This design comes from an exercise in tuning for small area, a short achievable clock period and few clock cycles on the open sky130 flow, not from production work.
At most, simulation tests tie the RTL to the original design; equivalence was not proved.
Power and IR drop assume default switching activity.

==> flow/design.v (excerpt) <==
module prf_frame_codec (
    input  wire        clk,
    input  wire        rst,
    input  wire        in_valid,
    output wire        in_ready,
    input  wire [1:0]  in_op,
    input  wire [4:0]  in_kind,
    input  wire [31:0] in_data,
    input  wire [2:0]  in_nbytes,
    input  wire        in_last,
    output reg         rsp_valid,
    input  wire        rsp_ready,
    output reg  [1:0]  rsp_status,
    output wire [31:0] rsp_crc,
    output wire [31:0] rsp_rcv,
    output wire [15:0] rsp_expected,
    output wire [15:0] rsp_actual
);
    localparam [1:0] OP_CRC32  = 2'd1;
    localparam [1:0] OP_DECODE = 2'd3;
    localparam [1:0] ST_OK       = 2'd0;
    localparam [1:0] ST_SIZE     = 2'd1;
    localparam [1:0] ST_CHECKSUM = 2'd2;
    reg        sk_v;
    reg [31:0] sk_data;
    reg [2:0]  sk_nb;
    reg        sk_last;
    reg [1:0]  sk_op;
    reg [4:0]  sk_kind;
    assign in_ready = !sk_v;
    wire take = in_valid && !sk_v;
    wire [31:0] s_data = sk_v ? sk_data : in_data;
  ...
clock: 10.0 ns
lec_check: 0
cap_margin: 20
core_margin: 2
core_utilization: 40
slew_margin: 20
standard.sh (not shown) runs the stock make flow with config.mk's settings and CLKGATE_MAP_FILE= SYNTH_SCRIPT=/design/flow/synth_recipe.tcl, a recipe that flattens the netlist after the stock synthesis.
==> flow/flow/run.sh <==
#!/bin/bash
# Layout: the standard ORFS flow (standard.sh), with plain buffers on the
# ports and timing repair aimed below the clock period.
set -euo pipefail
source flow/settings.sh
bash standard.sh "${EXTRA[@]}" finish > make_finish.log 2>&1
==> flow/flow/settings.sh <==
EXTRA=(
  "BUFFER_PORTS_ARGS=-buffer_cell sky130_fd_sc_hd__buf_2"
  "SETUP_SLACK_MARGIN=7.2"
)
Change:
==> flow/flow/settings.sh (replaced) <==
EXTRA=(
  "BUFFER_PORTS_ARGS=-buffer_cell sky130_fd_sc_hd__buf_2"
  "SETUP_SLACK_MARGIN=6.5"
)
Outcome:
- The new run finished with timing, DRC and antenna clean
- sequential power rose by about 20%
- via count fell by 14%
- routed wire length fell by 19%
- clock skew fell by 0.0033 ns
- sequential cell count does not change
Change:
==> flow/run.sh (new file) <==
#!/bin/bash
# synth_recipe.tcl (not shown) runs the flow's synth.tcl, then flattens the netlist and writes it again
# the make line also repeats each setting of config.mk as NAME=value (left out here)
make -C /OpenROAD-flow-scripts/flow DESIGN_CONFIG=/design/flow/config.mk WORK_HOME=/design/flow/orfs CLKGATE_MAP_FILE= SYNTH_SCRIPT=/design/flow/synth_recipe.tcl finish
- ABC_AREA: default -> 1
removed: flow/flow/run.sh
removed: flow/flow/settings.sh
removed: flow/standard.sh
Result: The changed run ran to the end with no violations. Clock skew barely changes. Area after synthesis went up by 20%. Utilization went up by 0.33 points. Design area went up by 20%. Routed wire length went up by 53%. Combinational power went down by 14%. Global-route usage went up by 5.8 points. Total power went down by 12%. Cell count went up by 73%. Clock-buffer cell count went up by 2.
No functional check of the RTL was part of any run of this note.

## v7
prf_frame_codec, a different RTL version from the one above (not shown whole).
Size in the first run: roughly 1000 cells after synthesis, ~150 I/O pins.
==> flow/config.mk <==
export PLATFORM = sky130hd
export DESIGN_NAME = prf_frame_codec
export DESIGN_NICKNAME = prf_frame_codec
export VERILOG_FILES = /design/flow/design.v
export SDC_FILE = /design/flow/constraint.sdc
export NUM_CORES = 4
export LEC_CHECK = 0
export CAP_MARGIN = 20
export CORE_MARGIN = 2
export CORE_UTILIZATION = 40
export SLEW_MARGIN = 20
==> flow/constraint.sdc <==
create_clock -name core_clock -period 10.0 [get_ports {clk}]
set_input_delay 2.0000 -clock core_clock [delete_from_list [all_inputs] [get_ports {clk}]]
set_output_delay 2.0000 -clock core_clock [all_outputs]
set_load 0.01 [all_outputs]
==> flow/flow/run.sh <==
#!/bin/bash
# Layout: the standard ORFS flow (standard.sh), with plain buffers on the
# ports and timing repair aimed below the clock period.
set -euo pipefail
source flow/settings.sh
bash standard.sh "${EXTRA[@]}" finish > make_finish.log 2>&1
==> flow/flow/settings.sh <==
EXTRA=(
  "BUFFER_PORTS_ARGS=-buffer_cell sky130_fd_sc_hd__buf_2"
  "SETUP_SLACK_MARGIN=7.2"
  "TNS_END_PERCENT=0"
)
Testbench counts of v7, summed over its fixed seeds: cycles 12,333.
### v7 -> v35
==> flow/flow/settings.sh <==
EXTRA=(
  "BUFFER_PORTS_ARGS=-buffer_cell sky130_fd_sc_hd__buf_1"
  "SETUP_SLACK_MARGIN=7.05"
  "TNS_END_PERCENT=0"
  "CTS_BUF_LIST=sky130_fd_sc_hd__clkbuf_8"
)
--- outcome ---
Post-route worst setup slack: v35 < v7. Looking at via count of the routed design across both flows, v35 is the stronger of the two, with v7 trailing. For combinational gate power, v7 and v35 come out practically identical. Looking at design area, v35 sits about 2.5% below v7. From v7 to v35 the numbers moved as follows: final instance count without filler cells now sits at about the same level, internal power consumption decreased by about 5% relative to the old numbers, worst slack at placement shrank by 0.028 ns, power went down about 3.5%. Going from v7 to v35, leakage power of the design went down 0.45 nW; hold slack grew by 0.0074 ns; number of buffers inserted by post-CTS setup repair down 17%.
#### Input delta (v5 over v35)
==> flow/flow/settings.sh <==
EXTRA=(
  "BUFFER_PORTS_ARGS=-buffer_cell sky130_fd_sc_hd__buf_2"
  "SETUP_SLACK_MARGIN=6.9"
  "TNS_END_PERCENT=0"
)
==> comparison <==
Number of port buffers came out exactly the same in v5 and v35. Actual transition at the worst max-transition pin: v5 vs v35 up 0.043 ns. v5 vs v35 — wire length on met3 dropped 38 microns. Run comparison: v5 end point of the critical path rsp_crc[30]; v35 end point of the critical path q_k[1]$_DFFE_PP_. Relative to v35, v5 improves final instance area. Comparing v5 against v35, there is no change at all in area of the die. Post-route clock skew sits lower in v5 than in v35. Of v5 and v35, the lower net switching power belongs to v5. Layout filler cell count was higher in the run labelled v5. Timing, DRC, antenna: 0 failures across v5 and v35. Global-route usage for v5 is lower than for v35.
Relative to v5, the following input files were edited for v6:
==> flow/flow/settings.sh <==
EXTRA=(
  "BUFFER_PORTS_ARGS=-buffer_cell sky130_fd_sc_hd__buf_1"
  "SETUP_SLACK_MARGIN=7.05"
  "TNS_END_PERCENT=0"
)
- Looking at highest attainable clock frequency, v6 sits 5.9% higher than v5 does.
- For the number of gates given a new drive strength after cts, v6 came in 25 higher than v5 did.
- [v6] clock share of power fell 0.8 points relative to v5
- Relative to v5, post-route cell area has gone up in v6.
- Minimum setup slack in the final design was higher in the run labelled v6.
- v6: average wire per cell in the routed design is 0.17 microns lower than what v5 reported.
- Compared with v5, v6 shows a total power consumption of the routed design that is about 2.7% higher.

==> re-timing with driven ports <==
In the flow no input, the clock included, has a driving cell. The finished layouts below were timed again as built, in two steps.
Step 1 (the two cells are an assumption about what drives the block):
set clk [get_ports {clk}]
set_driving_cell -lib_cell sky130_fd_sc_hd__clkbuf_16 $clk
set_driving_cell -lib_cell sky130_fd_sc_hd__buf_2 [delete_from_list [all_inputs] $clk]
Step 2 times the ports against the registers' clock, not the clock port: input delays grow and output delays shrink by t, the midpoint of the rising clock arrivals with the driver on.
Slacks: ideal / step 1 / step 2; pairs: ideal / step 1.
run | t (ns) | setup slack, ns | latest minus earliest clock arrival (ns)
the first run of note 1 | 0.504 | 6.851 / 6.854 / 6.362 | 0.018 / 0.018
the second run of note 1 | 0.506 | 6.549 / 6.549 / 6.156 | 0.014 / 0.015
the third run of note 1 | 0.508 | 5.923 / 5.947 / 5.439 | 0.018 / 0.018
v7 | 0.486 | 6.885 / 6.850 / 6.429 | 0.009 / 0.009
v35 | 0.523 | 6.849 / 6.814 / 6.350 | 0.018 / 0.018
v5 | 0.485 | 6.706 / 6.656 / 6.307 | 0.009 / 0.009
v6 | 0.491 | 6.889 / 6.852 / 6.418 | 0.011 / 0.012
After both steps every run listed still meets setup and hold. The setup slack of v35, which loses most, moves by -0.035 ns with the drivers and by -0.499 ns with both steps.
